Source: an optimization exercise on an open RTL-to-GDS flow (aim: small area and a short achievable clock period). Production flows keep margins and buffers that such runs may drop.
Where RTL was checked, it was by simulation tests only, not by an equivalence proof against the original.

==> v30 <==
// zec
module zec (
    input  wire        clk,
    input  wire        rst,
    input  wire        t_valid,
    input  wire [39:0] t_cmd,
    output wire        t_ready,
    output reg         t_rsp_valid,
    output wire [39:0] t_rsp,
    input  wire        h_valid,
    input  wire [39:0] h_cmd,
    output wire        h_ready,
    output reg         h_rsp_valid,
    output wire [39:0] h_rsp,
    output reg         hnote
);
export LEC_CHECK = 0
export CAP_MARGIN = 20
export CORE_MARGIN = 2
export CORE_UTILIZATION = 40
export SETUP_SLACK_MARGIN = 5
export SLEW_MARGIN = 20
create_clock -name core_clock -period 13.0 [get_ports {clk}]
run.sh (not shown) runs the stock make flow with config.mk's settings and CLKGATE_MAP_FILE= SYNTH_SCRIPT=/design/flow/synth_recipe.tcl, a recipe that flattens the netlist after the stock synthesis.
==> v29 (differences from v30) <==
--- a/flow/design.v
+++ b/flow/design.v
@@ -31,15 +31,14 @@
     reg [7:0]   zrun;
     reg [7:0]   zc;
     reg         esc;
     reg [31:0]  txcount, rxcount;
     reg [2:0]   r_st;
     reg [4:0]   r_lb;
     reg         r_rd;            
-    reg         r_pk;            
     reg [4:0]   r_ra;            
     reg         r_ssr, r_txc, r_rxc, r_drx, r_dtx;
     wire hs_on = |hs;
     wire fire  = npend & nen & hs_on;
     assign t_ready = ~rst & ~fire & ~(h_valid & ~prio_t);
     assign h_ready = ~rst & ~fire & ~(t_valid &  prio_t);
     wire gnt_t = t_valid & t_ready;
@@ -149,15 +148,17 @@
     wire pk_tx  = (harg[31:4] == 28'h2000020);
     wire [3:0] pa = harg[3:0];
     wire neg_m  = (harg[31:8] == 24'hBEEF01);
     wire y_neg   = h_x & hp82;
     wire y_desc  = h_x & hp83;
     wire y_push  = h_x & hp84 & ~hab0;
     wire y_pop   = h_x & hp85;
-    wire y_peek  = h_x & hp86 & (pk_rx | pk_tx);
+    wire [3:0] pk_o = pa - (pk_rx ? rxt : txt);
+    wire pk_occ  = pk_o < (pk_rx ? rxc : txc);
+    wire y_peek  = h_x & hp86 & (pk_rx | pk_tx) & pk_occ;
     wire y_idx   = h_x & hp87 & (hab < 8'd4);
     wire y_sig   = h_x & hp88;
     wire y_ssr   = h_x & (hp81 | hp82);
     wire y_rxwr  = y_push & ~rx_f;
     wire y_txpop = y_pop & ~tx_e;
     wire h_bad = h_x & ((hp83 & (hab > 8'd4)) | (hp84 & hab0) |
                         (hp86 & ~pk_rx & ~pk_tx) | (hp87 & (hab > 8'd3)));
@@ -261,31 +262,28 @@
             if (gnt_t & putb_ok) txcount <= txcount + 32'd1;
             if (gnt_t & x_getb & g_ok) rxcount <= rxcount + 32'd1;
         end
     end
     always @(posedge clk) begin
         if (gnt_h) begin
             r_st <= h_st; r_lb <= h_lb;
-            r_rd <= y_txpop; r_pk <= y_peek;
+            r_rd <= y_txpop | y_peek;
             r_ra <= {~pk_rx, hp86 ? pa : txt};
             r_ssr <= y_ssr; r_txc <= 1'b0; r_rxc <= 1'b0;
             r_drx <= y_desc & hab0; r_dtx <= y_desc & (hab == 8'd2);
         end else begin
             r_st <= t_st; r_lb <= 5'd0;
-            r_rd <= (x_getb & g_rd) | (x_pop & ~rx_e); r_pk <= 1'b0;
+            r_rd <= (x_getb & g_rd) | (x_pop & ~rx_e);
             r_ra <= {1'b0, (x_getb & g_two) ? rxt1 : rxt};
             r_ssr <= x_rdssr; r_txc <= x_rdst & ab0; r_rxc <= x_rdst & ab1;
             r_drx <= 1'b0; r_dtx <= 1'b0;
         end
     end
     wire [7:0] rd_byte = r_ra[4] ? txm[8*r_ra[3:0] +: 8] : rxm[8*r_ra[3:0] +: 8];
-    wire [3:0] o_t   = r_ra[4] ? txt : rxt;
-    wire [3:0] o_c   = r_ra[4] ? txc : rxc;
-    wire       o_occ = ((r_ra[3:0] - o_t) < o_c);
-    wire       o_en  = r_rd | (r_pk & o_occ);
+    wire       o_en  = r_rd;
     wire [31:0] ssr = hs_on ? {24'hBEEF01, seq} : 32'd0;
     wire [31:0] rdat = ({32{r_ssr}} & ssr)
                      | ({32{r_txc}} & txcount)
                      | ({32{r_rxc}} & rxcount)
                      | ({32{r_drx}} & 32'h2000_0100)
                      | ({32{r_dtx}} & 32'h2000_0200)
                      | {27'd0, r_lb}
==> flow/flow/run.sh (new file) <==
#!/bin/bash
# Layout flow: the standard flow (standard.sh) with three changes:
# - plain buf_1 cells as the port buffers instead of the delay cells that
#   buffer_ports picks by default;
# - timing repair aimed further below the constraint;
# - a clock tree from smaller buffers, without dummy loads.
set -euo pipefail
bash standard.sh \
  "BUFFER_PORTS_ARGS=-buffer_cell sky130_fd_sc_hd__buf_1" \
  SETUP_SLACK_MARGIN=7 \
  "CTS_ARGS=-sink_clustering_enable -repair_clock_nets -dont_use_dummy_load -buf_list {sky130_fd_sc_hd__clkbuf_4 sky130_fd_sc_hd__clkbuf_8}" \
  finish > standard_flow.log 2>&1
==> flow/standard.sh (new file) <==
#!/bin/bash
# synth_recipe.tcl (not shown) runs the flow's synth.tcl, then flattens the netlist and writes it again
# the make line also repeats each setting of config.mk as NAME=value (left out here)
make -C /OpenROAD-flow-scripts/flow DESIGN_CONFIG=/design/flow/config.mk WORK_HOME=/design/flow/orfs CLKGATE_MAP_FILE= SYNTH_SCRIPT=/design/flow/synth_recipe.tcl "${@:-finish}"
CORE_UTILIZATION = 68   (was 40)
SETUP_SLACK_MARGIN = unset   (was 5)
removed: flow/run.sh
==> v20 (differences from v30) <==
--- a/flow/design.v
+++ b/flow/design.v
@@ -31,15 +31,14 @@
     reg [7:0]   zrun;
     reg [7:0]   zc;
     reg         esc;
     reg [31:0]  txcount, rxcount;
     reg [2:0]   r_st;
     reg [4:0]   r_lb;
     reg         r_rd;            
-    reg         r_pk;            
     reg [4:0]   r_ra;            
     reg         r_ssr, r_txc, r_rxc, r_drx, r_dtx;
     wire hs_on = |hs;
     wire fire  = npend & nen & hs_on;
     assign t_ready = ~rst & ~fire & ~(h_valid & ~prio_t);
     assign h_ready = ~rst & ~fire & ~(t_valid &  prio_t);
     wire gnt_t = t_valid & t_ready;
@@ -149,15 +148,17 @@
     wire pk_tx  = (harg[31:4] == 28'h2000020);
     wire [3:0] pa = harg[3:0];
     wire neg_m  = (harg[31:8] == 24'hBEEF01);
     wire y_neg   = h_x & hp82;
     wire y_desc  = h_x & hp83;
     wire y_push  = h_x & hp84 & ~hab0;
     wire y_pop   = h_x & hp85;
-    wire y_peek  = h_x & hp86 & (pk_rx | pk_tx);
+    wire [3:0] pk_o = pa - (pk_rx ? rxt : txt);
+    wire pk_occ  = pk_o < (pk_rx ? rxc : txc);
+    wire y_peek  = h_x & hp86 & (pk_rx | pk_tx) & pk_occ;
     wire y_idx   = h_x & hp87 & (hab < 8'd4);
     wire y_sig   = h_x & hp88;
     wire y_ssr   = h_x & (hp81 | hp82);
     wire y_rxwr  = y_push & ~rx_f;
     wire y_txpop = y_pop & ~tx_e;
     wire h_bad = h_x & ((hp83 & (hab > 8'd4)) | (hp84 & hab0) |
                         (hp86 & ~pk_rx & ~pk_tx) | (hp87 & (hab > 8'd3)));
@@ -261,31 +262,28 @@
             if (gnt_t & putb_ok) txcount <= txcount + 32'd1;
             if (gnt_t & x_getb & g_ok) rxcount <= rxcount + 32'd1;
         end
     end
     always @(posedge clk) begin
         if (gnt_h) begin
             r_st <= h_st; r_lb <= h_lb;
-            r_rd <= y_txpop; r_pk <= y_peek;
+            r_rd <= y_txpop | y_peek;
             r_ra <= {~pk_rx, hp86 ? pa : txt};
             r_ssr <= y_ssr; r_txc <= 1'b0; r_rxc <= 1'b0;
             r_drx <= y_desc & hab0; r_dtx <= y_desc & (hab == 8'd2);
         end else begin
             r_st <= t_st; r_lb <= 5'd0;
-            r_rd <= (x_getb & g_rd) | (x_pop & ~rx_e); r_pk <= 1'b0;
+            r_rd <= (x_getb & g_rd) | (x_pop & ~rx_e);
             r_ra <= {1'b0, (x_getb & g_two) ? rxt1 : rxt};
             r_ssr <= x_rdssr; r_txc <= x_rdst & ab0; r_rxc <= x_rdst & ab1;
             r_drx <= 1'b0; r_dtx <= 1'b0;
         end
     end
     wire [7:0] rd_byte = r_ra[4] ? txm[8*r_ra[3:0] +: 8] : rxm[8*r_ra[3:0] +: 8];
-    wire [3:0] o_t   = r_ra[4] ? txt : rxt;
-    wire [3:0] o_c   = r_ra[4] ? txc : rxc;
-    wire       o_occ = ((r_ra[3:0] - o_t) < o_c);
-    wire       o_en  = r_rd | (r_pk & o_occ);
+    wire       o_en  = r_rd;
     wire [31:0] ssr = hs_on ? {24'hBEEF01, seq} : 32'd0;
     wire [31:0] rdat = ({32{r_ssr}} & ssr)
                      | ({32{r_txc}} & txcount)
                      | ({32{r_rxc}} & rxcount)
                      | ({32{r_drx}} & 32'h2000_0100)
                      | ({32{r_dtx}} & 32'h2000_0200)
                      | {27'd0, r_lb}
==> flow/flow/run.sh (new file) <==
#!/bin/bash
# Layout flow: the standard flow (standard.sh), with plain buf_1 cells as
# the port buffers instead of the delay cells buffer_ports picks by default,
# and timing repair aimed further below the constraint.
set -euo pipefail
bash standard.sh "BUFFER_PORTS_ARGS=-buffer_cell sky130_fd_sc_hd__buf_1" SETUP_SLACK_MARGIN=7 finish > standard_flow.log 2>&1
==> flow/standard.sh (new file) <==
#!/bin/bash
# synth_recipe.tcl (not shown) runs the flow's synth.tcl, then flattens the netlist and writes it again
# the make line also repeats each setting of config.mk as NAME=value (left out here)
make -C /OpenROAD-flow-scripts/flow DESIGN_CONFIG=/design/flow/config.mk WORK_HOME=/design/flow/orfs CLKGATE_MAP_FILE= SYNTH_SCRIPT=/design/flow/synth_recipe.tcl "${@:-finish}"
SETUP_SLACK_MARGIN = unset   (was 5)
removed: flow/run.sh
==> comparison <==
v29 passed the timing, DRC and antenna checks. v30 produced a clean layout. v20 went through all stages and came out clean. Register-to-register slack: v30 < v29 < v20. In area after synthesis, v29 and v20 do not differ. Routed wire length, highest first: v20, v30, v29. Cell count, highest first: v20, v30, v29.
The RTL of v30 was laid out without a check of its function.

separate check: timing with driven ports:
Ports are ideal in the flow. The routed layouts listed here were re-timed in OpenROAD.
Step 1: set_driving_cell puts a clkbuf_16 on clk and a buf_2 on each other input, an assumption about the parent block.
Step 2, shift: input delay + t, output delay - t, t = (earliest + latest rising clock arrival at the registers) / 2. This alone moves slack from input paths to output paths.
Three values: ideal, step 1, step 2; two values: the first two.
| run | t (ns) | setup WS [ns] | slew at the worst register clock pin (ns) |
|---|---|---|---|
| v30 | 0.638 | 5.394 / 5.333 / 5.191 | 0.07 / 0.07 |
| v29 | 0.670 | 7.006 / 6.967 / 6.367 | 0.07 / 0.07 |
| v20 | 0.647 | 7.084 / 7.048 / 6.525 | 0.06 / 0.06 |
After both steps setup and hold are still met in every run listed. For v29, which loses most, drivers alone change the setup slack by -0.039 ns; drivers and shift together by -0.639 ns.
